From an optimization exercise on the open Yosys and OpenROAD flow, aimed at small area, a short achievable clock period and few clock cycles per item; shortcuts taken in it are not production practice.
RTL that was checked went through simulation tests only; none was proved equivalent to the original.
Power is estimated from default activity; no workload was simulated.

==> branch willow <==
Design babe_cls, start of the top module:
module babe_cls (
    input  wire        clk,
    input  wire        rst,
    input  wire        start,
    input  wire [7:0]  reg_w,        
    input  wire [7:0]  reg_h,        
    input  wire [15:0] maxgrad,
    output wire        busy,
    input  wire        pix_valid,
    input  wire [7:0]  pix_r,
    input  wire [7:0]  pix_g,
    input  wire [7:0]  pix_b,
    output wire        pix_ready,
    output reg  [1:0]  res_kind,     
    output reg  [7:0]  res_a1,
    output reg  [7:0]  res_a2,
    output reg  [2:0]  res_step,
    output wire [7:0]  avg_r,
    output wire [7:0]  avg_g,
    output wire [7:0]  avg_b
);
export LEC_CHECK = 0
export CAP_MARGIN = 20
export CORE_MARGIN = 2
export CORE_UTILIZATION = 40
export CTS_CLUSTER_DIAMETER = 100
export CTS_CLUSTER_SIZE = 40
export PLACE_DENSITY = 0.6
export SLEW_MARGIN = 20
create_clock -name core_clock -period 11.0 [get_ports {clk}]
standard.sh (not shown) runs the stock make flow with config.mk's settings and CLKGATE_MAP_FILE= SYNTH_SCRIPT=/design/flow/synth_recipe.tcl, a recipe that flattens the netlist after the stock synthesis.
==> flow/flow/run.sh <==
#!/bin/bash
set -euo pipefail
bash standard.sh "BUFFER_PORTS_ARGS=-buffer_cell sky130_fd_sc_hd__buf_2" \
    SETUP_SLACK_MARGIN=7.5 finish > std_flow.log 2>&1
==> branch harbor (differences from branch willow) <==
--- a/flow/design.v
+++ b/flow/design.v
@@ -23,25 +23,24 @@
     reg        div;
     reg [2:0]  dcnt;
     reg [7:0]  wreg, hreg;
     reg [15:0] mg;
     reg [7:0]  col, row;
     reg        frst;          
-    reg        v1, f1, ring1;
+    reg        v1, f1, ring1, last1;
     reg [7:0]  p1r, p1g, p1b;
     reg        v2, f2, ring2;
     reg [15:0] lx2, ly2;
     reg        v3, f3, ring3;
     reg [15:0] luma3;
     reg [15:0] rmin, rmax, imin, imax;
     reg        iempty;
     reg        edom;
     reg [23:0] sr, sg, sb;
     reg [15:0] npix;
     wire       take    = pix_valid & rdy_r;
-    wire       inject  = div && (dcnt == 3'd3 || dcnt == 3'd4);
     wire [7:0] wm1     = wreg - 8'd1;
     wire [7:0] hm1     = hreg - 8'd1;
     wire       col_end = (col == wm1);
     wire       row_end = (row == hm1);
     wire       on_ring = (col == 8'd0) || (row == 8'd0) || col_end || row_end;
     wire t1 = p1r[4] ^ p1r[2];
@@ -214,19 +213,21 @@
     always @(posedge clk) begin
         p1r   <= pix_r;
         p1g   <= pix_g;
         p1b   <= pix_b;
         f1    <= frst;
         ring1 <= on_ring;
+        last1 <= col_end & row_end;
         lx2   <= lsx;
         ly2   <= lsy;
         f2    <= f1;
         ring2 <= ring1;
         f3    <= f2;
-        ring3 <= ring2 | inject;
-        if (inject)                   luma3 <= dcnt[0] ? imin : imax;
+        ring3 <= ring2 | div;
+        if (div && dcnt == 3'd2)      luma3 <= imin;
+        else if (div && dcnt == 3'd3) luma3 <= imax;
         else                          luma3 <= lx2 + ly2;
         one    <= (wreg == 8'd1) && (hreg == 8'd1);
         smallr <= (wreg <= 8'd4) && (hreg <= 8'd4);
         wge    <= (wreg >= hreg);
         if (!busy_r) begin
             wreg <= reg_w;
@@ -243,17 +244,17 @@
                 col <= 8'd0;
                 row <= row + 8'd1;
             end else begin
                 col <= col + 8'd1;
             end
         end
-        if (take) begin
-            sr   <= frst ? {16'd0, pix_r} : sr + {16'd0, pix_r};
-            sg   <= frst ? {16'd0, pix_g} : sg + {16'd0, pix_g};
-            sb   <= frst ? {16'd0, pix_b} : sb + {16'd0, pix_b};
-            npix <= frst ? 16'd1 : npix + 16'd1;
+        if (v1) begin
+            sr   <= f1 ? {16'd0, p1r} : sr + {16'd0, p1r};
+            sg   <= f1 ? {16'd0, p1g} : sg + {16'd0, p1g};
+            sb   <= f1 ? {16'd0, p1b} : sb + {16'd0, p1b};
+            npix <= f1 ? 16'd1 : npix + 16'd1;
         end else if (div) begin
             sr   <= dstep(sr, npix);
             sg   <= dstep(sg, npix);
             sb   <= dstep(sb, npix);
         end
         if (v3) begin
@@ -266,13 +267,13 @@
             end
         end
         if (v2 && f2)
             iempty <= 1'b1;
         else if (v3 && !ring3)
             iempty <= 1'b0;
-        if (div && dcnt == 3'd3)
+        if (div && dcnt == 3'd2)
             edom <= ~iempty & ei_pos & ~eddiff[18];
         if (div && dcnt == 3'd7) begin
             res_kind <= leaf ? 2'd0 : (wge ? 2'd1 : 2'd2);
             res_step <= one ? 3'd1 : e_zero ? 3'd2 : leaf ? 3'd4 : 3'd5;
             res_a1   <= leaf ? 8'd0 : {1'b0, xs[7:1]};
             res_a2   <= leaf ? 8'd0 : {1'b0, xs[7:1]} + {7'd0, xs[0]};
@@ -284,21 +285,22 @@
             v2     <= 1'b0;
             v3     <= 1'b0;
             div    <= 1'b0;
         end else begin
             v1 <= take;
             v2 <= v1;
-            v3 <= v2 | (inject & ~iempty);
+            v3 <= v2 | (div & (dcnt == 3'd2 || dcnt == 3'd3) & ~iempty);
             if (start && !busy_r) begin
                 busy_r <= 1'b1;
                 rdy_r  <= 1'b1;
             end
-            if (take && col_end && row_end) begin
+            if (take && col_end && row_end)
                 rdy_r <= 1'b0;
-                div   <= 1'b1;
-                dcnt  <= 3'd0;
+            if (v1 && last1) begin
+                div  <= 1'b1;
+                dcnt <= 3'd0;
             end
             if (div) begin
                 dcnt <= dcnt + 3'd1;
                 if (dcnt == 3'd7) begin
                     div    <= 1'b0;
                     busy_r <= 1'b0;
==> flow/flow/run.sh (replaced) <==
#!/bin/bash
set -euo pipefail
bash standard.sh "BUFFER_PORTS_ARGS=-buffer_cell sky130_fd_sc_hd__buf_1" \
    SETUP_SLACK_MARGIN=7.5 finish > std_flow.log 2>&1
==> flow/config.mk (replaced) <==
export PLATFORM = sky130hd
export DESIGN_NAME = babe_cls
export DESIGN_NICKNAME = babe_cls
export VERILOG_FILES = /design/flow/design.v
export SDC_FILE = /design/flow/constraint.sdc
export NUM_CORES = 4
export LEC_CHECK = 0
export CAP_MARGIN = 20
export CORE_MARGIN = 2
export CORE_UTILIZATION = 50
export CTS_CLUSTER_DIAMETER = 100
export CTS_CLUSTER_SIZE = 30
export PLACE_DENSITY = 0.65
export SLEW_MARGIN = 20
==> summary of the runs <==
- Between branch harbor and branch willow, the lower critical path depth is in branch harbor (gap 8).
- Against branch harbor, the area after synthesis of branch willow is lower by 0.83%.
- Maximum frequency: branch willow is smaller than branch harbor (about 10%).
- Of branch harbor and branch willow, branch harbor has the higher global-route usage (gap 4.0 points).
- In branch harbor the design area is lower than in branch willow, by about 6%.
- Of branch willow and branch harbor, branch harbor has the higher worst setup slack (gap 370 ps).
- Of branch harbor and branch willow, branch harbor has the higher first-iteration DRC count (gap 14%, measured against branch willow).
- Branch willow produced a clean layout. Branch harbor completed without violations.
- Of branch willow and branch harbor, branch willow has the higher cell count (gap about 5%, measured against branch harbor).
- Via count: branch harbor is larger than branch willow (about 0.34%).
- Between branch harbor and branch willow, the lower routed wire length is in branch harbor (gap 1.8%, measured against branch willow).
==> figures <==
Final critical path time including I/O delays and setup: branch harbor 3430 ps; branch willow 3790 ps
Maximum cell stage delay along the critical path: branch harbor 460 ps; branch willow 400 ps
Smallest setup slack after layout: branch harbor 7570 ps; branch willow 7210 ps
Clk pwr share: branch harbor 0.234; branch willow 0.252
Hold_ws: branch harbor 340 ps; branch willow 349 ps
Synthesized area: branch harbor 0.0222 sq mm; branch willow 0.0220 sq mm
M2 GR Usage: branch harbor 0.383; branch willow 0.323
Die W: branch harbor 215 microns; branch willow 239 microns
WS Path Type: branch harbor reg -> out; branch willow in -> reg
Inst Count DP: branch harbor 2789; branch willow 2871
Maximum clock frequency: branch harbor 292 MHz; branch willow 264 MHz
Initial cell density of the core: branch harbor 0.504; branch willow 0.406
Number of well-tap cells placed: branch harbor 592; branch willow 696
Area taken by multi-input logic gates: branch harbor 0.0125 sq mm; branch willow 0.0130 sq mm
Area fraction in and, or, nand and nor cells after synthesis: branch harbor 0.118; branch willow 0.116
Repair and plain buffers: branch harbor 117; branch willow 172
Total Power: branch harbor 3150 uW; branch willow 3380 uW
Gate power share: branch harbor 0.286; branch willow 0.300
Power density cells: branch harbor 134 mW/mm^2; branch willow 135 mW/mm^2
Status: branch harbor timing/DRC/antenna clean; branch willow timing/DRC/antenna clean
Combinational Power: branch harbor 903 uW; branch willow 1010 uW
Testbench counts of branch harbor, summed over its fixed seeds: cycles 80,123, regions 1,280.
No functional check of the RTL was part of branch willow.

port drivers added, routing unchanged:
No port has a modelled driver above. Below, the same layouts with a new extraction and two added sets of constraints.
Step 1 sets driving cells, clkbuf_16 on the clock port and buf_2 on the other inputs (assumed; they add their load-dependent delay and slew).
Step 2, shift: input delay + t, output delay - t, t = (earliest + latest rising clock arrival at the registers) / 2. This alone moves slack from input paths to output paths.
a / b / c = ideal ports / drivers / drivers and shift; a / b = the first two.
| run | t, ns | setup slack, ns | slew at the worst register clock pin (ns) | pins driven straight from the clock port |
|---|---|---|---|---|
| branch willow | 0.599 | 7.208 / 7.211 / 6.612 | 0.12 / 0.12 | 1 |
| branch harbor | 0.587 | 7.575 / 7.523 / 7.445 | 0.12 / 0.12 | 1 |
After both steps every run listed still meets setup and hold. The setup slack of branch willow, which loses most, moves by +0.003 ns with the drivers and by -0.596 ns with both steps.
